Background: an optimization exercise with open tools, aiming at small area. Do not read the settings as production practice.
At most, simulation tests tie the RTL to the original design; equivalence was not proved.
Only the layout flow was run in run 4; the RTL was not checked for function there.
No activity file was given, so power comes from the tool's default toggle rates.

**config.mk**
```make
export PLATFORM = sky130hd
export DESIGN_NAME = tkb_core
export DESIGN_NICKNAME = tkb_core
export VERILOG_FILES = /design/flow/design.v
export SDC_FILE = /design/flow/constraint.sdc
export NUM_CORES = 4
export LEC_CHECK = 0
export CAP_MARGIN = 20
export CORE_AREA = 4 4 266 266
export DIE_AREA = 0 0 270 270
export PLACE_DENSITY = 0.85
export SLEW_MARGIN = 20
```
**constraint.sdc**
```tcl
create_clock -name core_clock -period 80.0 [get_ports {clk}]
set_input_delay 16.0000 -clock core_clock [delete_from_list [all_inputs] [get_ports {clk}]]
set_output_delay 16.0000 -clock core_clock [all_outputs]
set_load 0.01 [all_outputs]
```
**design.v**
```verilog
module tkb_mapper (
    input  wire [6:0] q,       
    input  wire       n_bit,   
    input  wire       x_bit,   
    input  wire [6:0] rem,     
    input  wire       last,    
    input  wire       ceil,    
    output wire [1:0] digit,   
    output wire [6:0] rem_nx
);
    wire [6:0] term = n_bit ? (x_bit ? 7'd127 : ~q) : (x_bit ? q : 7'd0);
    wire [6:0] u    = {rem[5:0], rem[6]};
    wire [7:0] c;
    wire [6:0] s;
    assign c[0] = 1'b0;
    genvar i;
    generate
        for (i = 0; i < 7; i = i + 1) begin : add
            assign s[i]   = u[i] ^ term[i] ^ c[i];
            assign c[i+1] = (u[i] & term[i]) | (c[i] & (u[i] ^ term[i]));
        end
    endgenerate
    wire co = c[7];
    wire [7:0] h;
    assign h[0] = co;
    generate
        for (i = 0; i < 7; i = i + 1) begin : inc
            assign rem_nx[i] = s[i] ^ h[i];
            assign h[i+1]    = s[i] & h[i];
        end
    endgenerate
    wire full = last && ((&rem_nx) || (ceil && (|rem_nx)));
    assign digit = {(rem[6] & co) | ((rem[6] ^ co) & full), rem[6] ^ co ^ full};
endmodule
module tkb_core (
    input  wire         clk,
    input  wire         rst,
    input  wire [31:0]  now,
    input  wire         rx_valid,
    output wire         rx_ready,
    input  wire [31:0]  rx_id,
    input  wire [3:0]   rx_len,
    input  wire [63:0]  rx_data,
    input  wire         hall_valid,
    output wire         hall_ready,
    input  wire [2:0]   hall_raw,
    input  wire         wd_tick_valid,
    output wire         wd_tick_ready,
    input  wire         st_tick_valid,
    output wire         st_tick_ready,
    output wire         tx_valid,
    input  wire         tx_ready,
    output wire [31:0]  tx_id,
    output wire [3:0]   tx_len,
    output wire [63:0]  tx_data,
    input  wire         tx_ok,
    output wire         pwm_set_valid,
    input  wire         pwm_set_ready,
    output wire [2:0]   pwm_set_ch,
    output wire [15:0]  pwm_set_width,
    input  wire         pwm_set_ok,
    output wire [127:0] pw_out,
    output reg          pwm_en,
    output reg          thr_pwr,
    output reg          main_pwr,
    output wire [1:0]   ks_out,
    output wire [2:0]   hall_level,
    output reg  [7:0]   diag_cr,
    output reg  [7:0]   diag_hs,
    output reg  [7:0]   diag_ua,
    output reg          last_ok,
    output wire         busy,
    input  wire [63:0]  cfg_pw_rev,
    input  wire [63:0]  cfg_pw_neutral,
    input  wire [63:0]  cfg_pw_fwd,
    input  wire [2:0]   cfg_act_low,
    input  wire [31:0]  cfg_wd_timeout,
    input  wire [31:0]  cfg_hk_delay,
    input  wire [31:0]  cfg_cmd_id,
    input  wire [31:0]  cfg_status_id
);
    localparam [1:0] KS_HARD = 2'b00, KS_SOFT = 2'b01, KS_RUN = 2'b10;
    localparam [2:0] S_IDLE = 3'd0,
                     S_COMP = 3'd1,    
                     S_PWM  = 3'd2,    
                     S_TXA  = 3'd3,    
                     S_DLY  = 3'd4,    
                     S_TXH  = 3'd5,    
                     S_TXU  = 3'd6;    
    localparam [1:0] K_HK = 2'd0, K_SK = 2'd1, K_HU = 2'd2, K_THR = 2'd3;
    reg  [1:0]  ks;
    reg  [15:0] pw [0:7];
    reg  [2:0]  hall_last;        
    reg  [31:0] wd_last;
    reg  [2:0]  st;
    reg  [1:0]  kind;
    reg  [2:0]  ch;
    reg  [3:0]  k;
    reg  [6:0]  rem;
    reg  [15:0] acc;
    reg  [31:0] spd;              
    reg  [3:0]  pend;
    reg         yng01, yng02, yng03, yng12, yng13, yng23;
    reg         wd_late;          
    integer     i;
    wire [3:0]  src_valid = {st_tick_valid, wd_tick_valid, rx_valid, hall_valid};
    wire [3:0]  arrive    = src_valid & ~pend;
    wire        idle      = (st == S_IDLE);
    wire        head0 = pend[0] & ~(pend[1] & yng01) & ~(pend[2] & yng02) & ~(pend[3] & yng03);
    wire        head1 = pend[1] & ~(pend[0] & ~yng01) & ~(pend[2] & yng12) & ~(pend[3] & yng13);
    wire        head2 = pend[2] & ~(pend[0] & ~yng02) & ~(pend[1] & ~yng12) & ~(pend[3] & yng23);
    wire        head3 = pend[3] & ~(pend[0] & ~yng03) & ~(pend[1] & ~yng13) & ~(pend[2] & ~yng23);
    wire [3:0]  ready_v = {4{idle}} & {head3, head2, head1, head0};
    wire [3:0]  take_v  = ready_v & src_valid;
    assign hall_ready    = ready_v[0];
    assign rx_ready      = ready_v[1];
    assign wd_tick_ready = ready_v[2];
    assign st_tick_ready = ready_v[3];
    assign busy          = !idle;
    wire        rx_id_ok = (rx_id == cfg_cmd_id);
    wire        rx_kc    = rx_id_ok && (rx_len == 4'd5) && (rx_data[15:0] == 16'h434B) &&
                           (rx_data[39:32] == 8'h00);
    wire        rx_b2h   = (rx_data[23:16] == 8'h48);
    wire        rx_b2s   = (rx_data[23:16] == 8'h53);
    wire        rx_b3a   = (rx_data[31:24] == 8'h41);
    wire        rx_b3u   = (rx_data[31:24] == 8'h55);
    wire        rx_kcha  = rx_kc && rx_b2h && rx_b3a;
    wire        rx_kcsa  = rx_kc && rx_b2s && rx_b3a;
    wire        rx_kchu  = rx_kc && rx_b2h && rx_b3u;
    wire        rx_kcsu  = rx_kc && rx_b2s && rx_b3u;
    wire        rx_len8  = rx_id_ok && (rx_len == 4'd8);
    wire        rx_thr_h = rx_len8 && (rx_data[7:0] == 8'h48);
    wire        rx_thr_v = rx_len8 && (rx_data[7:0] == 8'h56);
    wire        rx_thr   = rx_thr_h || rx_thr_v;
    wire        rx_cmd   = (rx_kc && (rx_b2h || rx_b2s) && (rx_b3a || rx_b3u)) || rx_thr;
    wire [2:0]  hall_cur     = hall_raw ^ cfg_act_low;
    wire        hall_removed = hall_last[2] && !hall_cur[2];
    wire        dly_sel = (st == S_DLY) && !arrive[2];
    wire [31:0] cmp_ref = dly_sel ? spd : wd_last;
    wire [31:0] cmp_lim = dly_sel ? cfg_hk_delay : cfg_wd_timeout;
    wire [32:0] cb, cc;
    wire [31:0] el;
    assign cb[0] = 1'b1;
    assign cc[0] = dly_sel;
    genvar b;
    generate
        for (b = 0; b < 32; b = b + 1) begin : cmp
            assign el[b]   = now[b] ^ ~cmp_ref[b] ^ cb[b];
            assign cb[b+1] = (now[b] & ~cmp_ref[b]) | (cb[b] & (now[b] ^ ~cmp_ref[b]));
            assign cc[b+1] = (el[b] & ~cmp_lim[b]) | (cc[b] & (el[b] | ~cmp_lim[b]));
        end
    endgenerate
    wire        cmp_hit    = cc[32];
    wire        wd_timeout = cmp_hit && !(arrive[1] && rx_cmd);
    wire        dly_done   = dly_sel && cmp_hit;
    wire        thr_mode = (kind == K_THR);
    wire [7:0]  sb       = spd[8*{ch[2], ch[0]} +: 8];
    wire        neg      = thr_mode && sb[7];
    wire [7:0]  nh;
    wire [6:0]  negmag;
    assign nh[0] = 1'b1;
    generate
        for (b = 0; b < 7; b = b + 1) begin : neg_inc
            assign negmag[b] = ~sb[b] ^ nh[b];
            assign nh[b+1]   = ~sb[b] & nh[b];
        end
    endgenerate
    wire [6:0]  q        = !thr_mode ? 7'd0 :
                           !sb[7]    ? sb[6:0] :
                           nh[7]     ? 7'd127 : negmag;
    wire [15:0] ksel = 16'd1 << k;
    wire [3:0]  n_g, f_g, r_g;
    generate
        for (b = 0; b < 4; b = b + 1) begin : gsel
            assign n_g[b] = |(cfg_pw_neutral[16*b +: 16] & ksel);
            assign f_g[b] = |(cfg_pw_fwd[16*b +: 16] & ksel);
            assign r_g[b] = |(cfg_pw_rev[16*b +: 16] & ksel);
        end
    endgenerate
    wire        n_bit    = n_g[ch[2:1]];
    wire        x_bit    = neg ? r_g[ch[2:1]] : f_g[ch[2:1]];
    wire [1:0]  digit;
    wire [6:0]  rem_nx;
    tkb_mapper u_map (
        .q      (q),
        .n_bit  (n_bit),
        .x_bit  (x_bit),
        .rem    (rem),
        .last   (k == 4'd0),
        .ceil   (neg),
        .digit  (digit),
        .rem_nx (rem_nx)
    );
    wire [15:0] ah;
    wire [14:0] acc_inc;
    assign ah[0] = digit[1];
    generate
        for (b = 0; b < 15; b = b + 1) begin : acc_add
            assign acc_inc[b] = acc[b] ^ ah[b];
            assign ah[b+1]    = acc[b] & ah[b];
        end
    endgenerate
    wire [15:0] width = acc;
    assign pwm_set_valid = (st == S_PWM);
    assign pwm_set_ch    = ch;
    assign pwm_set_width = width;
    wire   pwm_xfer      = pwm_set_valid && pwm_set_ready;
    wire   last_ch       = ch[2] && ch[0] && (thr_mode || ch[1]);
    wire   tx_h          = (st == S_TXH);
    wire   tx_u          = (st == S_TXU);
    assign tx_valid = (st == S_TXA) || tx_h || tx_u;
    assign tx_id    = cfg_status_id;
    assign tx_len   = 4'd5;
    assign tx_data  = {32'd0, (tx_u ? 8'h55 : 8'h41), (tx_h ? 8'h48 : 8'h53), 16'h524B};
    wire   tx_xfer  = tx_valid && tx_ready;
    always @(posedge clk) begin
        if (rst) begin
            pend    <= 4'd0;
            wd_last <= 32'd0;
        end else begin
            for (i = 0; i < 4; i = i + 1)
                if (arrive[i] || take_v[i]) pend[i] <= arrive[i];
            if (arrive[1] && rx_cmd) wd_last <= now;
        end
        if (arrive[2]) wd_late <= wd_timeout;
        if (arrive[0]) begin
            yng01 <= pend[1];
            yng02 <= pend[2];
            yng03 <= pend[3];
        end
        if (arrive[1]) begin
            yng01 <= 1'b0;
            yng12 <= pend[2];
            yng13 <= pend[3];
        end
        if (arrive[2]) begin
            yng02 <= 1'b0;
            yng12 <= 1'b0;
            yng23 <= pend[3];
        end
        if (arrive[3]) begin
            yng03 <= 1'b0;
            yng13 <= 1'b0;
            yng23 <= 1'b0;
        end
    end
    reg        go;
    reg  [1:0] go_kind;
    reg        go_su;
    always @(*) begin
        go      = 1'b0;
        go_kind = K_HK;
        go_su   = 1'b0;
        if (take_v[0]) begin
            if (hall_removed) begin
                go = 1'b1;
            end else if (ks == KS_RUN && (hall_cur[0] || !hall_cur[1])) begin
                go      = 1'b1;
                go_kind = K_SK;
            end
        end else if (take_v[1]) begin
            if (rx_kcha) begin
                go = 1'b1;
            end else if (rx_kcsa) begin
                go      = (ks == KS_RUN);
                go_kind = K_SK;
            end else if (rx_kchu) begin
                go      = (ks == KS_HARD);
                go_kind = K_HU;
            end else if (rx_kcsu) begin
                go_su   = (ks == KS_SOFT) && hall_last[1] && hall_last[2];
            end else if (rx_thr) begin
                go      = (ks == KS_RUN);
                go_kind = K_THR;
            end
        end else if (take_v[2]) begin
            go      = wd_late && (ks == KS_RUN);
            go_kind = K_SK;
        end
    end
    always @(posedge clk) begin
        if (rst) begin
            ks        <= KS_HARD;
            pwm_en    <= 1'b0;
            thr_pwr   <= 1'b0;
            main_pwr  <= 1'b0;
            last_ok   <= 1'b1;
            hall_last <= 3'b000;
            diag_cr   <= 8'd0;
            diag_hs   <= 8'd0;
            diag_ua   <= 8'd0;
            st        <= S_IDLE;
        end else begin
            case (st)
                S_IDLE: begin
                    if (|take_v) last_ok <= 1'b1;
                    if (take_v[0]) hall_last <= hall_cur;
                    if (take_v[1] && rx_thr) begin
                        diag_cr <= rx_data[47:40];
                        diag_hs <= rx_data[55:48];
                        diag_ua <= rx_data[63:56];
                    end
                    if (go) begin
                        st <= S_COMP;
                        case (go_kind)
                            K_HK: ks <= KS_HARD;
                            K_SK: ks <= KS_SOFT;
                            K_HU: begin
                                ks       <= KS_RUN;
                                main_pwr <= 1'b1;
                                thr_pwr  <= 1'b1;
                            end
                            default: ;
                        endcase
                    end else if (go_su) begin
                        ks     <= KS_RUN;
                        pwm_en <= 1'b1;
                        st     <= S_TXU;
                    end
                end
                S_COMP: begin
                    if (k == 4'd0) st <= S_PWM;
                end
                S_PWM: begin
                    if (pwm_xfer) begin
                        last_ok <= last_ok && pwm_set_ok;
                        if (last_ch) begin
                            case (kind)
                                K_HU: begin
                                    pwm_en <= 1'b1;
                                    st     <= S_IDLE;
                                end
                                K_THR: st <= S_IDLE;
                                default: begin
                                    pwm_en  <= 1'b0;
                                    thr_pwr <= 1'b0;
                                    st      <= S_TXA;
                                end
                            endcase
                        end else begin
                            st <= S_COMP;
                        end
                    end
                end
                S_TXA: begin
                    if (tx_xfer) begin
                        last_ok <= last_ok && tx_ok;
                        st      <= (kind == K_HK) ? S_DLY : S_IDLE;
                    end
                end
                S_DLY: begin
                    if (dly_done) begin
                        main_pwr <= 1'b0;
                        st       <= S_TXH;
                    end
                end
                default: begin    
                    if (tx_xfer) begin
                        last_ok <= last_ok && tx_ok;
                        st      <= S_IDLE;
                    end
                end
            endcase
        end
    end
    always @(posedge clk) begin
        if (idle) begin
            kind <= go_kind;
            ch   <= {1'b0, go_kind == K_THR && rx_thr_v, 1'b0};
            k    <= 4'd15;
            rem  <= 7'd0;
            if (take_v[1]) spd <= rx_data[39:8];
        end
        if (st == S_COMP) begin
            k   <= k - 4'd1;
            rem <= rem_nx;
            acc <= {acc_inc, digit[0]};
        end
        if (pwm_xfer) begin
            ch  <= ch + ((thr_mode && ch[0]) ? 3'd3 : 3'd1);
            k   <= 4'd15;
            rem <= 7'd0;
        end
        if (st == S_TXA && tx_xfer) spd <= now;
    end
    genvar c;
    generate
        for (c = 0; c < 8; c = c + 1) begin : pwr
            always @(posedge clk) begin
                if (rst)
                    pw[c] <= cfg_pw_neutral[16*(c/2) +: 16];
                else if (pwm_xfer && ch == c)
                    pw[c] <= width;
            end
        end
    endgenerate
    assign pw_out     = {pw[7], pw[6], pw[5], pw[4], pw[3], pw[2], pw[1], pw[0]};
    assign ks_out     = ks;
    assign hall_level = hall_last;
endmodule
```
**flow/run.sh**
```bash
#!/bin/bash
# The standard ORFS layout (standard.sh), with three changes:
# - synthesis is the standard flow's own script (synth_recipe.tcl, unchanged) with Yosys's
#   abc call given an area-recovering mapping script (flow/abc_area.script)
#   in place of ORFS's delay-oriented one; the registers, their names and
#   cell types are those of the standard synthesis;
# - the port buffers are made from the smallest buffer cell
#   (sky130_fd_sc_hd__buf_1) instead of the resizer's default choice; every
#   input and output port still gets its buffer;
# - clock tree synthesis uses one small clock buffer type, larger sink
#   clusters, and no dummy load cells.
# ORFS's whole output goes to standard.log; ORFS also keeps per-step logs
# under orfs/logs/.
set -o pipefail
HERE=$(pwd)
export BUFFER_PORTS_ARGS="-buffer_cell sky130_fd_sc_hd__buf_1"
export CTS_ARGS="-sink_clustering_enable -repair_clock_nets -sink_clustering_size 12 -sink_clustering_max_diameter 30 -buf_list sky130_fd_sc_hd__clkbuf_4 -dont_use_dummy_load"
{
  cat <<EOT
proc abc {args} {
  set i [lsearch -exact \$args -script]
  if {\$i >= 0} { lset args [expr {\$i + 1}] $HERE/flow/abc_area.script }
  yosys abc {*}\$args
}
EOT
  cat synth_recipe.tcl
} > area_synth.tcl
sed "s#SYNTH_SCRIPT=[^ ]*synth_recipe.tcl#SYNTH_SCRIPT=$HERE/area_synth.tcl#" standard.sh > area_standard.sh
if ! grep -q "SYNTH_SCRIPT=$HERE/area_synth.tcl" area_standard.sh; then
  echo "run.sh: could not point standard.sh at area_synth.tcl" >&2
  exit 1
fi
bash area_standard.sh > standard.log 2>&1
```
**flow/abc_area.script**
```
strash
dch
amap
strash
dch
amap
topo
```
**standard.sh**
```bash
#!/bin/bash
# synth_recipe.tcl (not shown) runs the flow's synth.tcl, then flattens the netlist and writes it again
# the make line also repeats each setting of config.mk as NAME=value (left out here)
make -C /OpenROAD-flow-scripts/flow DESIGN_CONFIG=/design/flow/config.mk WORK_HOME=/design/flow/orfs CLKGATE_MAP_FILE= SYNTH_SCRIPT=/design/flow/synth_recipe.tcl "${@:-finish}"
```
==> key figures, run 1 <==
Run status
  • Outcome: timing/DRC/antenna clean

Logic synthesis
  • Async set-reset flop share out of synthesis: 0%
  • Mapped Area: 14,740 um^2
  • Number of synthesized flops with an enable pin: 182
  • Synth Warn #: 2
  • #FFs+latches synth: approximately 270
  • Syn avg cell area: 10.21 um^2
  • Yosys cell types: slightly below 50
  • Top FF cell, synth: edfxtp_1
  • Sequential share of the synthesized area: between 40% and 50%
  • Gate Count Post-Synth: 1,444

Placed design
  • Placed Area: approximately 18,000 um^2
  • IO buf count: roughly 630
  • Placed Instances: slightly below 3,000
  • DP Wirelength: between 60,000 and 70,000 um
  • Routability-driven placement congestion ratio: 1.021

Drt
  • Final wirelength: just over 80,000 um
  • Via/cell ratio: 5.028
  • 1st-pass router iterations: 8
  • Vias: approximately 15,000
  • Initial detailed-routing violation count: about 1,300
  • # DRC: 0
  • Drt wl/cell: around 27 um
  • Detail Route Antenna Nets: 0

Clock tree
  • TritonCTS buffer count: just over 70
  • Sink Count: around 270
  • Worst-Skew Late Latency: 0.79 ns
  • Reg clk slew, reported paths: approximately 0.05 ns
  • Root buf cell: clkbuf_4
  • # H-tree levels: 3
  • Hold_buf cts: 0
  • Post-cts resize count: 0
  • Postcts setup bufs: 0
  • Clk buf depth: 3
  • CTS tree: yes

Worst setup path
  • Crit end category: output pin
  • Arr. time, crit path: approximately 16 ns
  • Critical Path RT: 64.00 ns
  • WS Path Type: in2out
  • Crit path max fanout: 1
  • Startpoint Class: input port

STA
  • Post-route clock period utilization: between 40% and 50%
  • Slew headroom: 24.54%
  • Minimum hold slack: 0.4771 ns
  • Max-slew violations: 0
  • Setup violators final: 0
  • Final hold violations: 0
  • Setup_tns: 0 ns
  • Worst-Margin Slew: around 1.1 ns
  • Crit path time final: 32.01 ns
  • RSZ-0062 raised after global routing: false
  • Final Skew: roughly 0.13 ns
  • Max Clk Rate: ~31 MHz

Layout
  • Most frequent cells in the layout: 628 x buf_1, 182 x edfxtp_1, 173 x clkinv_1
  • Final Cell Area: ~18,000 um^2
  • Most common cell after layout, fill and taps aside: buf_1
  • Fin cells: just over 3,000
  • Final nets: around 2,700
  • Area Growth Syn to Fin: 25.30%
  • Fraction of layout cells with a size suffix above 1: between 4 and 5%

Global routing
  • Vias in the first global route: ~15,000
  • Initial antenna violation count: 26
  • First-pass GRT wire length: 110,000 um
  • Largest net degree at the start of global routing: 87
  • GRT overflow: 0
  • GRT Resource Usage Total: between 20% and 30%

Power
  • Tot Pwr: between 0.4 and 0.5 mW
  • Power Density: about 24 nW/um^2
  • Leak Pwr: approximately 6.0 nW
  • Worst-case vdd ir drop: between 0.009 and 0.01 mV

Floorplanning
  • Die X: roughly 270 um
  • Die Y: about 270 um
  • Die area: 72,900 um^2
  • Row cnt: 95
  • Area of the core: between 60,000 and 70,000 um^2
  • Initial Util: around 22%
  • I/O pin cnt: around 760

Job
  • # Max-Cap Violations: 0

Hold path
  • Hold Path Class: reg2reg
[final timing paths]
path                                   startpoint   endpoint  slack, ns  cells past startpoint
worst max-delay path            cfg_status_id[23]  tx_id[23]      47.99                      0
worst min-delay path                      last_ok    last_ok       0.48                      1
worst max register to register              st[2]      st[2]      63.19                     49
worst min register to register            last_ok    last_ok       0.48                      1
[cell type report]
| type | instances | area (um^2) |
|---|---|---|
| Inverter | 175 | 659.4 |
| Fill cell | 7282 | 49160 |
| Antenna cell | 18 | 45.04 |
| Tap cell | 873 | 1092 |
| Sequential cell | 271 | 7247 |
| Timing Repair Buffer | 653 | 2545 |
| Multi-Input combinational cell | 959 | 6349 |
| Clock buffer | 71 | 533.0 |
[through the flow]
step	setup WS (ns)	utilization (%)
floorplan	47.88	-
global placement	47.99	26.45
detailed placement	47.99	26.45
CTS	47.99	27.24
global route	48.00	27.31
finish	47.99	27.31
[cells in the mapped netlist (all sizes together), types with 19 or more instances]
cell | number | share of area [%]
a21oi | 78 | 2.6
a221oi | 19 | 1.1
a222oi | 30 | 2.0
a22oi | 29 | 1.5
buf | 99 | 5.0
clkinv | 175 | 4.5
dfxtp | 89 | 12
edfxtp | 182 | 37
fa | 38 | 5.2
ha | 32 | 2.7
nand2 | 83 | 2.1
nand3 | 33 | 1.1
nor2 | 141 | 3.6
nor3 | 28 | 0.95
o21ai | 116 | 3.9
o221a | 52 | 4.0
o22ai | 96 | 4.1
[metal layers]
metal / vias to the layer above / GRT usage, % / part of all wire, %
met5: - / 0 / 0.050
met4: 6 / 13.75 / 7.5
met3: 239 / 5.348 / 8.3
met2: 1037 / 38.39 / 51
met1: 7156 / 21.08 / 33
li1: 6746 / - / -
[logic make-up after synthesis]
logic type      Yosys count  synth area share (%)
other cells               2               0.05095
flops                   271                 49.16
xor+xnor                  3                0.1783
fa+ha+maj                70                 7.877
compound gates          486                 23.10
buf+inv                 274                 9.498
simple gates            338                 10.14
[registers in the layout (all words and copies together), names as in the netlist, 3 cells and up]
| register | flops |
|---|---|
| pw | 128 |
| spd | 32 |
| wd_last | 32 |
| acc | 16 |
| diag_cr | 8 |
| diag_hs | 8 |
| diag_ua | 8 |
| rem | 7 |
| k | 4 |
| pend | 4 |
| ch | 3 |
| hall_last | 3 |
| st | 3 |
[power breakdown]
group | internal (mW) | switching [mW] | leakage [nW]
logic | 0.0568 | 0.121 | 3.23
registers | 0.170 | 0.0113 | 2.49
clock network | 0.0400 | 0.0533 | 0.327
total | 0.267 | 0.186 | 6.04
==> run 2, diff against run 1 <==
--- a/flow/run.sh
+++ b/flow/run.sh
@@ -14,7 +14,7 @@
 set -o pipefail
 HERE=$(pwd)
 export BUFFER_PORTS_ARGS="-buffer_cell sky130_fd_sc_hd__buf_1"
-export CTS_ARGS="-sink_clustering_enable -repair_clock_nets -sink_clustering_size 12 -sink_clustering_max_diameter 30 -buf_list sky130_fd_sc_hd__clkbuf_4 -dont_use_dummy_load"
+export CTS_ARGS="-sink_clustering_enable -repair_clock_nets -sink_clustering_size 6 -sink_clustering_max_diameter 30 -buf_list sky130_fd_sc_hd__clkbuf_2 -dont_use_dummy_load"
 {
   cat <<EOT
 proc abc {args} {
==> run 2 against run 1 <==
  * Still clean on timing, DRC and antenna
  * Utilization shrank 0.20 points
  * Worst hold slack gained 0.0059 ns
  * Count of clock-buffer cells in the layout grew 7
  * Highest routed layer unchanged
==> key figures, run 2 <==
Floorplanning
  • Die area: 72,900 um^2
  • Die Y: ~270 um
  • Initial Util: 21.79%
  • I/O pin cnt: roughly 760
  • Row cnt: 95
  • Area of the core: just under 70,000 um^2
  • Die X: approximately 270 um

Layout
  • Top reg by flops: pw
  • Final nets: between 2,000 and 3,000
  • Most common cell after layout, fill and taps aside: buf_1
  • Area Growth Syn to Fin: 24.40%
  • Fraction of layout cells with a size suffix above 1: approximately 5.2%
  • Util after Layout: between 20% and 30%
  • Top Registers: pw: 128 flops, spd: 32 flops, wd_last: 32 flops
  • Max reg flops: 128
  • Most frequent cells in the layout: 628 x buf_1, 182 x edfxtp_1, 173 x clkinv_1

Logic synthesis
  • Synth top area share: a little under two fifths
  • Async set-reset flop share out of synthesis: 0%
  • Mapped Area: roughly 15,000 um^2
  • Synth top cells by count: 182 x edfxtp_1, 175 x clkinv_1, 141 x nor2_1, 116 x o21ai_0, 99 x buf_4
  • #FFs+latches synth: 271
  • Syn avg cell area: between 10 and 15 um^2
  • Synth Warn #: 2
  • Gate Count Post-Synth: 1,444
  • Synth top area cells: edfxtp_1 37%, dfxtp_1 12%, fa_1 5.2%, buf_4 5.0%, clkinv_1 4.5%
  • Yosys cell types: between 40 and 50
  • Number of synthesized flops with an enable pin: roughly 180
  • Sequential share of the synthesized area: approximately half
  • Top FF cell, synth: edfxtp_1
  • Count leader, synth: edfxtp_1
  • Synth area leader: edfxtp_1

STA
  • Max Clk Rate: 31.24 MHz
  • Final WS setup: approximately 48 ns
  • Slew headroom: slightly below 30%
  • Max-slew violations: 0
  • Setup_tns: 0 ns
  • Post-route clock period utilization: between 40% and 50%
  • Setup violators final: 0
  • Crit path time final: about 32 ns
  • RSZ-0062 raised after global routing: false
  • Final Skew: 0.2065 ns
  • Final hold violations: 0
  • Worst-Margin Slew: approximately 1.0 ns

Clock tree
  • # H-tree levels: 3
  • CTS tree: yes
  • Reg clk slew, reported paths: approximately 0.080 ns
  • Postcts setup bufs: 0
  • Clk buf depth: 3
  • Sink Count: approximately 270
  • TritonCTS buffer count: 78
  • Root buf cell: clkbuf_2
  • Hold_buf cts: 0
  • Post-cts resize count: 0
  • Worst-Skew Late Latency: 1.05 ns

Worst setup path
  • Critical Path RT: 64.00 ns
  • Crit end category: output pin
  • Crit path max fanout: 1
  • Arr. time, crit path: roughly 16 ns
  • WS Path Type: in2out
  • Startpoint Class: input port

Drt
  • # DRC: 0
  • Initial detailed-routing violation count: 1,379
  • Drt wl/cell: 26.62 um
  • 1st-pass router iterations: 6
  • Final wirelength: between 80,000 and 90,000 um
  • Detail Route Antenna Nets: 0
  • Vias: approximately 15,000
  • Via/cell ratio: ~5.0

Placed design
  • IO buf count: approximately 630
  • DP Wirelength: 65,930 um
  • Worst slack, placed: about 48 ns
  • Routability-driven placement congestion ratio: just over 1

Power
  • Power Density: approximately 24 nW/um^2
  • Tot Pwr: about 0.44 mW
  • Worst-case vdd ir drop: just over 0.009 mV
  • Leak Pwr: roughly 6.0 nW

Global routing
  • GRT Resource Usage Total: a little over a fifth
  • Initial antenna violation count: 27
  • First-pass GRT wire length: between 100,000 and 150,000 um
  • GRT overflow: 0
  • Largest net degree at the start of global routing: 87
  • Vias in the first global route: approximately 15,000

Hold path
  • Hold Path Class: reg2reg

Job
  • # Max-Cap Violations: 0

Run status
  • Outcome: timing/DRC/antenna clean
[run 2: report_power, final]
part	internal [mW]	switching (mW)
Combinational	0.0567	0.121
Sequential	0.170	0.0114
Clock	0.0251	0.0551
Total	0.252	0.187
[run 2: cell type report]
class	count	area, um^2
Multi-Input combinational cell	959	6349
Clock buffer	78	390.4
Antenna cell	22	55.05
Sequential cell	271	7247
Fill cell	7304	49300
Tap cell	873	1092
Inverter	175	659.4
Timing Repair Buffer	653	2545
[run 2: through the flow]
| stage | area (um^2) | instances | hold slack [ns] |
|---|---|---|---|
| 2_1_floorplan | 14970 | 1504 | 0.4708 |
| 3_3_place_gp | 17890 | 2931 | 0.4537 |
| 3_5_place_dp | 17890 | 2931 | 0.4595 |
| 4_1_cts | 18280 | 3009 | 0.4912 |
| 5_1_grt | 18330 | 3028 | 0.5194 |
| 6_report | 18340 | 3031 | 0.4829 |
[run 2: final timing paths]
check,from,endpoint,depth (start not counted),slack (ns)
worst min register to register,last_ok,last_ok,1,0.48
worst max register to register,st[2],st[2],49,63.19
worst max-delay path,cfg_status_id[23],tx_id[23],0,47.99
worst min-delay path,last_ok,last_ok,1,0.48
[run 2: logic make-up after synthesis]
family	share of synthesized area, %
compound gates	23.10
other cells	0.05095
fa+ha+maj	7.877
flops	49.16
xor+xnor	0.1783
simple gates	10.14
buf+inv	9.498
[run 2: worst reg2reg max path, delay by kind of cell (launching register included)]
family	cells	cell delay, ns
AND/OR/NAND/NOR	6	0.93
AO/OA/AOI/OAI	6	1.43
flip-flops	1	0.41
adder cells (fa/ha/maj)	31	12.55
buffers and inverters	6	1.40
[run 2: per-layer routing]
metal / share of wire (%) / track usage (%) / vias up
met5: 0.046 / 0 / -
met4: 7.6 / 13.77 / 6
met3: 8.1 / 5.499 / 239
met2: 51 / 38.36 / 1006
met1: 33 / 21.04 / 7251
li1: - / - / 6768
==> run 3, diff against run 2 <==
--- a/flow/run.sh
+++ b/flow/run.sh
@@ -14,7 +14,7 @@
 set -o pipefail
 HERE=$(pwd)
 export BUFFER_PORTS_ARGS="-buffer_cell sky130_fd_sc_hd__buf_1"
-export CTS_ARGS="-sink_clustering_enable -repair_clock_nets -sink_clustering_size 6 -sink_clustering_max_diameter 30 -buf_list sky130_fd_sc_hd__clkbuf_2 -dont_use_dummy_load"
+export CTS_ARGS="-sink_clustering_enable -repair_clock_nets -sink_clustering_size 10 -sink_clustering_max_diameter 30 -buf_list sky130_fd_sc_hd__clkbuf_4 -dont_use_dummy_load"
 {
   cat <<EOT
 proc abc {args} {
--- a/config.mk
+++ b/config.mk
@@ -8,5 +8,5 @@
 export CAP_MARGIN = 20
 export CORE_AREA = 4 4 266 266
 export DIE_AREA = 0 0 270 270
-export PLACE_DENSITY = 0.85
+export PLACE_DENSITY = 0.95
 export SLEW_MARGIN = 20
==> run 3 against run 2 <==
  * Die area unchanged
  * Power up 1.2%
  * Utilization about the same
  * Routed wire length up 1.8%
  * First-iteration DRC count up 9.9%
  * Synthesized area unchanged
  * Via count up 0.12%
  * Largest cell class unchanged
  * Synthesized cell count unchanged
==> key figures, run 3 <==
Run status
  • Outcome: timing/DRC/antenna clean

Global routing
  • First-pass GRT wire length: about 110,000 um
  • Initial antenna violation count: 18
  • Largest net degree at the start of global routing: 89
  • GRT overflow: 0
  • Vias in the first global route: ~15,000
  • GRT Resource Usage Total: a little over a fifth

Worst setup path
  • R2R depth: slightly below 50
  • Levels on crit path: 0
  • Startpoint Class: input port
  • Crit path max fanout: 1
  • Crit end category: output pin
  • Arr. time, crit path: ~16 ns
  • Critical Path RT: roughly 64 ns
  • WS Path Type: in2out

Logic synthesis
  • #FFs+latches synth: 271
  • Synth top cells by count: 182 x edfxtp_1, 175 x clkinv_1, 141 x nor2_1, 116 x o21ai_0, 99 x buf_4
  • Sequential share of the synthesized area: about half
  • Count leader, synth: edfxtp_1
  • Synth Warn #: 2
  • Synth top area share: a little under two fifths
  • Synth area leader: edfxtp_1
  • Top FF cell, synth: edfxtp_1
  • Gate Count Post-Synth: roughly 1,400
  • Async set-reset flop share out of synthesis: 0%
  • Yosys cell types: 49
  • Synth top area cells: edfxtp_1 37%, dfxtp_1 12%, fa_1 5.2%, buf_4 5.0%, clkinv_1 4.5%
  • Mapped Area: around 15,000 um^2
  • Syn avg cell area: 10.21 um^2
  • Number of synthesized flops with an enable pin: roughly 180

Floorplanning
  • Die Y: approximately 270 um
  • Initial Util: 21.79%
  • Row cnt: 95
  • Die area: about 73,000 um^2
  • I/O pin cnt: 755
  • Area of the core: 67,630 um^2
  • Die X: 270 um

Clock tree
  • Reg clk slew, reported paths: 0.07 ns
  • Root buf cell: clkbuf_4
  • Postcts setup bufs: 0
  • Clk buf depth: 3
  • Sink Count: 271
  • Post-cts resize count: 0
  • Hold_buf cts: 0
  • TritonCTS buffer count: between 50 and 60
  • CTS tree: yes
  • Worst-Skew Late Latency: slightly below 0.8 ns
  • # H-tree levels: 2

Drt
  • # DRC: 0
  • Drt wl/cell: around 27 um
  • Vias: around 15,000
  • 1st-pass router iterations: 8
  • Final wirelength: just over 80,000 um
  • Via/cell ratio: 5.103
  • Detail Route Antenna Nets: 0
  • Initial detailed-routing violation count: 1,515

Layout
  • Fraction of layout cells with a size suffix above 1: roughly 4.2%
  • Area Growth Syn to Fin: 24.34%
  • Util after Layout: a little over a quarter
  • Filler instances: between 7,000 and 8,000
  • Top Registers: pw: 128 flops, spd: 32 flops, wd_last: 32 flops
  • Most frequent cells in the layout: 628 x buf_1, 182 x edfxtp_1, 173 x clkinv_1
  • Most common cell after layout, fill and taps aside: buf_1
  • Final nets: around 2,700
  • Top reg by flops: pw
  • Max reg flops: ~130

STA
  • Post-route clock period utilization: 40.00%
  • Max Clk Rate: roughly 31 MHz
  • Final hold violations: 0
  • Max-slew violations: 0
  • Worst-Margin Slew: 0.9947 ns
  • Final WS setup: ~48 ns
  • Setup_tns: 0 ns
  • Slew headroom: 32.99%
  • RSZ-0062 raised after global routing: false
  • Crit path time final: 32.00 ns
  • Final Skew: roughly 0.13 ns
  • Setup violators final: 0

Placed design
  • Worst slack, placed: between 40 and 50 ns
  • DP Wirelength: about 67,000 um
  • Routability-driven placement congestion ratio: about 0.98
  • IO buf count: roughly 630

Power
  • Leak Pwr: around 6.0 nW
  • Worst-case vdd ir drop: around 0.0091 mV
  • Power Density: around 24 nW/um^2

Hold path
  • Hold Path Class: reg2reg
  • Worst Hold Path Cells: 1

Job
  • # Max-Cap Violations: 0
run 3: cell count changes in the layout (fill, tap and decap cells not counted):
cell | before | now
clkbuf_2 | 78 | 0
o21ai_0 | 110 | 111
nor2_2 | 1 | 2
buf_4 | 25 | 21
o21ai_2 | 2 | 1
nor2_1 | 138 | 137
diode_2 | 22 | 10
clkbuf_4 | 0 | 59
run 3: report_power, final:
group / internal, mW / switching (mW) / total [mW]
sequential: 0.170 / 0.0111 / 0.181
clock: 0.0331 / 0.0501 / 0.0832
combinational: 0.0569 / 0.123 / 0.180
total: 0.260 / 0.184 / 0.444
run 3: final timing paths:
| check | start | slack [ns] | to |
|---|---|---|---|
| worst max-delay path | cfg_status_id[2] | 48.00 | tx_id[2] |
| worst min-delay path | thr_pwr | 0.48 | thr_pwr |
| worst max register to register | st[2] | 63.76 | st[0] |
| worst min register to register | thr_pwr | 0.48 | thr_pwr |
run 3: final cells by class:
class                           count  area, um^2  area share, %
Clock buffer                       59       442.9          2.417
Timing Repair Buffer              649        2515          13.72
Antenna cell                       10       25.02         0.1365
Multi-Input combinational cell    959        6347          34.63
Inverter                          175       659.4          3.598
Sequential cell                   271        7247          39.54
Tap cell                          873        1092          5.959
run 3: cells by family after synthesis:
| logic type | after synthesis | synth area share (%) |
|---|---|---|
| AOI/OAI and AO/OA | 486 | 23.10 |
| and+or+nand+nor | 338 | 10.14 |
| buffers and inverters | 274 | 9.498 |
| DFF | 271 | 49.16 |
| adders and majority gates | 70 | 7.877 |
| xor gates and xnor gates | 3 | 0.1783 |
| other | 2 | 0.05095 |
run 3: through the flow:
stage | hold slack (ns) | area [um^2] | std cells | total power, mW
6_report | 0.4776 | 18330 | 2996 | 0.4442
5_1_grt | 0.5041 | 18330 | 2995 | 0.4739
4_1_cts | 0.4787 | 18300 | 2986 | 0.4492
3_5_place_dp | 0.4585 | 17860 | 2927 | 0.3635
3_3_place_gp | 0.4513 | 17860 | 2927 | 0.3576
2_1_floorplan | 0.4708 | 14970 | 1504 | 0.2845
run 3: metal layers:
| metal | GRT usage, % | routed length (um) | share of wire (%) | vias to the layer above |
|---|---|---|---|---|
| li1 | - | - | - | 6697 |
| met2 | 39.01 | 41780 | 51 | 1110 |
| met3 | 6.263 | 7645 | 9.3 | 225 |
| met4 | 13.03 | 5922 | 7.2 | 10 |
| met1 | 21.19 | 26770 | 33 | 7246 |
| met5 | 0 | 44 | 0.054 | - |
==> run 4, diff against run 3 <==
--- a/design.v
+++ b/design.v
@@ -165,9 +165,8 @@
             assign nh[b+1]   = ~sb[b] & nh[b];
         end
     endgenerate
-    wire [6:0]  q        = !thr_mode ? 7'd0 :
-                           !sb[7]    ? sb[6:0] :
-                           nh[7]     ? 7'd127 : negmag;
+    wire [6:0]  q        = !sb[7] ? sb[6:0] :
+                           nh[7]  ? 7'd127 : negmag;
     wire [15:0] ksel = 16'd1 << k;
     wire [3:0]  n_g, f_g, r_g;
     generate
@@ -178,7 +177,7 @@
         end
     endgenerate
     wire        n_bit    = n_g[ch[2:1]];
-    wire        x_bit    = neg ? r_g[ch[2:1]] : f_g[ch[2:1]];
+    wire        x_bit    = !thr_mode ? n_bit : neg ? r_g[ch[2:1]] : f_g[ch[2:1]];
     wire [1:0]  digit;
     wire [6:0]  rem_nx;
     tkb_mapper u_map (
--- a/flow/run.sh
+++ b/flow/run.sh
@@ -14,7 +14,7 @@
 set -o pipefail
 HERE=$(pwd)
 export BUFFER_PORTS_ARGS="-buffer_cell sky130_fd_sc_hd__buf_1"
-export CTS_ARGS="-sink_clustering_enable -repair_clock_nets -sink_clustering_size 10 -sink_clustering_max_diameter 30 -buf_list sky130_fd_sc_hd__clkbuf_4 -dont_use_dummy_load"
+export CTS_ARGS="-sink_clustering_enable -repair_clock_nets -sink_clustering_size 10 -sink_clustering_max_diameter 40 -buf_list sky130_fd_sc_hd__clkbuf_4 -dont_use_dummy_load"
 {
   cat <<EOT
 proc abc {args} {
==> run 4 against run 3 <==
  * Non-clock buffer count increased by 11
  * Sequential power about the same
  * Register-to-register slack got worse by 0.59 ns
  * Global-route usage decreased by 0.34 points
  * Design area increased by 0.57%
  * Worst setup slack got worse by 0.0017 ns
  * Synthesized area decreased by 0.11%
  * Synthesized cell count increased by 0.21%
  * Count of clock-buffer cells in the layout decreased by 6
  * Critical endpoint is now tx_id[8]
==> key figures, run 4 <==
Layout
  • Final nets: 2,661
  • Fraction of layout cells with a size suffix above 1: under 10%
  • Most common cell after layout, fill and taps aside: buf_1
  • Area Growth Syn to Fin: 25.19%
  • Top reg by flops: pw
  • Util after Layout: between 20% and 30%
  • Register Area: between 7000 and 8000 um^2
  • Top Registers: pw: 128 flops, spd: 32 flops, wd_last: 32 flops
  • Multi-input gate area: approximately 6400 um^2
  • Max reg flops: roughly 130
  • Most frequent cells in the layout: 628 x buf_1, 182 x edfxtp_1, 173 x clkinv_1
  • Filler instances: 7,142

Clock tree
  • Postcts setup bufs: 0
  • CTS tree: yes
  • Root buf cell: clkbuf_4
  • Post-cts resize count: 0
  • Worst-Skew Late Latency: a little under 0.8 ns
  • Sink Count: 271
  • TritonCTS buffer count: 53
  • Reg clk slew, reported paths: ~0.080 ns
  • # H-tree levels: 2
  • Hold_buf cts: 0
  • Clk buf depth: 3

Power
  • Sw frac: 43.89%
  • Leak Pwr: 6.036 nW
  • Power Density: between 20 and 30 nW/um^2
  • Comb pwr share: between 40 and 50%
  • Pint: 0.2766 mW
  • Clock power share: approximately 16%
  • Worst-case vdd ir drop: around 0.013 mV
  • Sequential group share of total power: roughly 37%
  • NetSw: between 0.2 and 0.25 mW

Worst setup path
  • Crit path max fanout: 1
  • R2R depth: 48
  • R2r startpoint: st[2]
  • R2r endpoint: st[2]
  • Startpoint Class: input port
  • Slack of the worst reg-to-reg path: 63.17 ns
  • Crit end category: output pin
  • Critical Path RT: 64.00 ns
  • Arr. time, crit path: between 15 and 20 ns
  • Levels on crit path: 0
  • WS Path Type: in2out

Hold path
  • Worst Hold Path Cells: 1
  • Worst Hold End: pwm_en
  • Hold path start: pwm_en
  • Hold Path Class: reg2reg

Placed design
  • IO buf count: approximately 630
  • DP Wirelength: 65,650 um
  • Routability-driven placement congestion ratio: ~1

STA
  • Final Skew: roughly 0.075 ns
  • Max Clk Rate: 31.25 MHz
  • Setup violators final: 0
  • RSZ-0062 raised after global routing: false
  • Minimum hold slack: roughly 0.49 ns
  • Worst-Margin Slew: ~1.2 ns
  • Max-slew violations: 0
  • Setup_tns: 0 ns
  • Final hold violations: 0
  • Slew headroom: between 20% and 30%
  • Post-route clock period utilization: 40.01%
  • Crit path time final: 32.00 ns

Floorplanning
  • I/O pin cnt: ~760
  • Die area: 72,900 um^2
  • Row cnt: between 90 and 100
  • Die X: 270 um
  • Die Y: 270 um
  • Area of the core: between 60,000 and 70,000 um^2
  • Initial Util: 21.77%

Logic synthesis
  • Top FF cell, synth: edfxtp_1
  • Synth area leader: edfxtp_1
  • Synth top area share: a little under two fifths
  • Syn avg cell area: just over 10 um^2
  • #FFs+latches synth: approximately 270
  • Synth top cells by count: 182 x edfxtp_1, 176 x clkinv_1, 143 x nor2_1, 116 x o21ai_0, 99 x buf_4
  • Async set-reset flop share out of synthesis: 0%
  • Gate Count Post-Synth: 1,447
  • Mapped Area: 14,720 um^2
  • Synth top area cells: edfxtp_1 37%, dfxtp_1 12%, fa_1 5.2%, buf_4 5.0%, clkinv_1 4.5%
  • Yosys cell types: 51
  • Count leader, synth: edfxtp_1
  • Synth Warn #: 2
  • Number of synthesized flops with an enable pin: around 180
  • Sequential share of the synthesized area: between 40% and 50%

Global routing
  • Largest net degree at the start of global routing: 75
  • Vias in the first global route: between 15,000 and 20,000
  • GRT overflow: 0
  • GRT Resource Usage Total: between 20% and 30%
  • First-pass GRT wire length: about 110,000 um
  • Initial antenna violation count: 18

Drt
  • 1st-pass router iterations: 7
  • Detail Route Antenna Nets: 0
  • Drt wl/cell: roughly 27 um
  • Via/cell ratio: between 5 and 6
  • # DRC: 0
  • Initial detailed-routing violation count: approximately 1,600
  • Final wirelength: roughly 81,000 um
  • Vias: between 15,000 and 20,000

Job
  • # Max-Cap Violations: 0

Run status
  • Outcome: timing/DRC/antenna clean
-- run 4: kinds of logic (layout without fill, tap and decap cells) --
logic type	after synthesis	after routing	synth area share (%)
AO/OA/AOI/OAI	485	485	22.83
AND/OR/NAND/NOR	341	341	10.30
buffers and inverters	275	889	9.534
flip-flops	271	271	49.22
adder cells (fa/ha/maj)	70	70	7.886
XOR/XNOR	3	3	0.1785
other	2	78	0.05100
-- run 4: power groups by stage --
stage / clock network, mW / logic, mW / registers, mW
floorplan: 0 / 0.136 / 0.189
global placement: 0 / 0.221 / 0.183
detailed placement: 0 / 0.230 / 0.184
CTS: 0.0848 / 0.230 / 0.181
global route: 0.0904 / 0.255 / 0.183
finish: 0.0807 / 0.231 / 0.182
-- run 4: cell type report --
cell class | count | share of cell area [%]
clock buffers | 53 | 2.159
multi-input cells | 961 | 34.69
diodes | 16 | 0.2172
repair buffers | 660 | 14.09
inverters | 176 | 3.598
flip-flops and latches | 271 | 39.32
well taps | 873 | 5.926
-- run 4: layer usage --
| metal | GRT usage [%] | wire length [um] | up-vias |
|---|---|---|---|
| met4 | 11.63 | 5329 | 4 |
| met3 | 6.396 | 7900 | 262 |
| met1 | 20.28 | 25550 | 7184 |
| li1 | - | - | 6702 |
| met5 | 0 | 26 | - |
| met2 | 39.47 | 41880 | 1269 |
-- run 4: how the worst max path moves through the flow --
stage	start	endpoint	slack, ns
2_1_floorplan	cfg_status_id[0]	tx_id[0]	47.88
3_5_place_dp	cfg_status_id[8]	tx_id[8]	48.00
4_1_cts	cfg_status_id[8]	tx_id[8]	48.00
5_1_grt	cfg_status_id[8]	tx_id[8]	48.00
3_3_place_gp	cfg_status_id[8]	tx_id[8]	48.00
6_report	cfg_status_id[8]	tx_id[8]	48.00
-- run 4: through the flow --
stage,worst slack (ns),cell area (um^2),power [mW],std cells
after CTS,48.00,18390,0.4966,2994
after global placement,48.00,17990,0.4046,2941
after detailed placement,48.00,17990,0.4143,2941
final,48.00,18430,0.4931,3010
after floorplan,47.88,14950,0.3245,1507
after global routing,48.00,18430,0.5285,3008

==> afterwards: timing with drivers on the ports <==
How much do the figures lean on ideal ports? The routed layouts below were timed once more, with nothing changed but the port constraints. Step 1 sets driving cells, clkbuf_16 on the clock port and buf_2 on the other inputs (assumed; they add their load-dependent delay and slew). Step 2 also shifts input and output timing later by t, the mid clock arrival at the registers, as if the neighbouring blocks saw the same clock. a / b / c = no drivers / after step 1 / after step 2; a / b = the first two.
run	t (ns)	setup WS [ns]	hold slack, ns	worst register clock-pin slew, ns	pins driven straight from the clock port
run 1	0.778	47.994 / 47.844 / 47.845	0.477 / 0.477 / 0.477	0.10 / 0.10	1
run 2	0.993	47.994 / 47.846 / 47.846	0.483 / 0.483 / 0.483	0.12 / 0.12	1
run 3	0.783	47.997 / 47.821 / 47.821	0.478 / 0.478 / 0.478	0.11 / 0.11	1
run 4	0.805	47.995 / 47.857 / 47.857	0.485 / 0.485 / 0.485	0.11 / 0.11	1
After both steps every run listed still meets setup and hold. For run 3, which loses most, drivers alone change the setup slack by -0.176 ns; drivers and shift together by -0.176 ns.
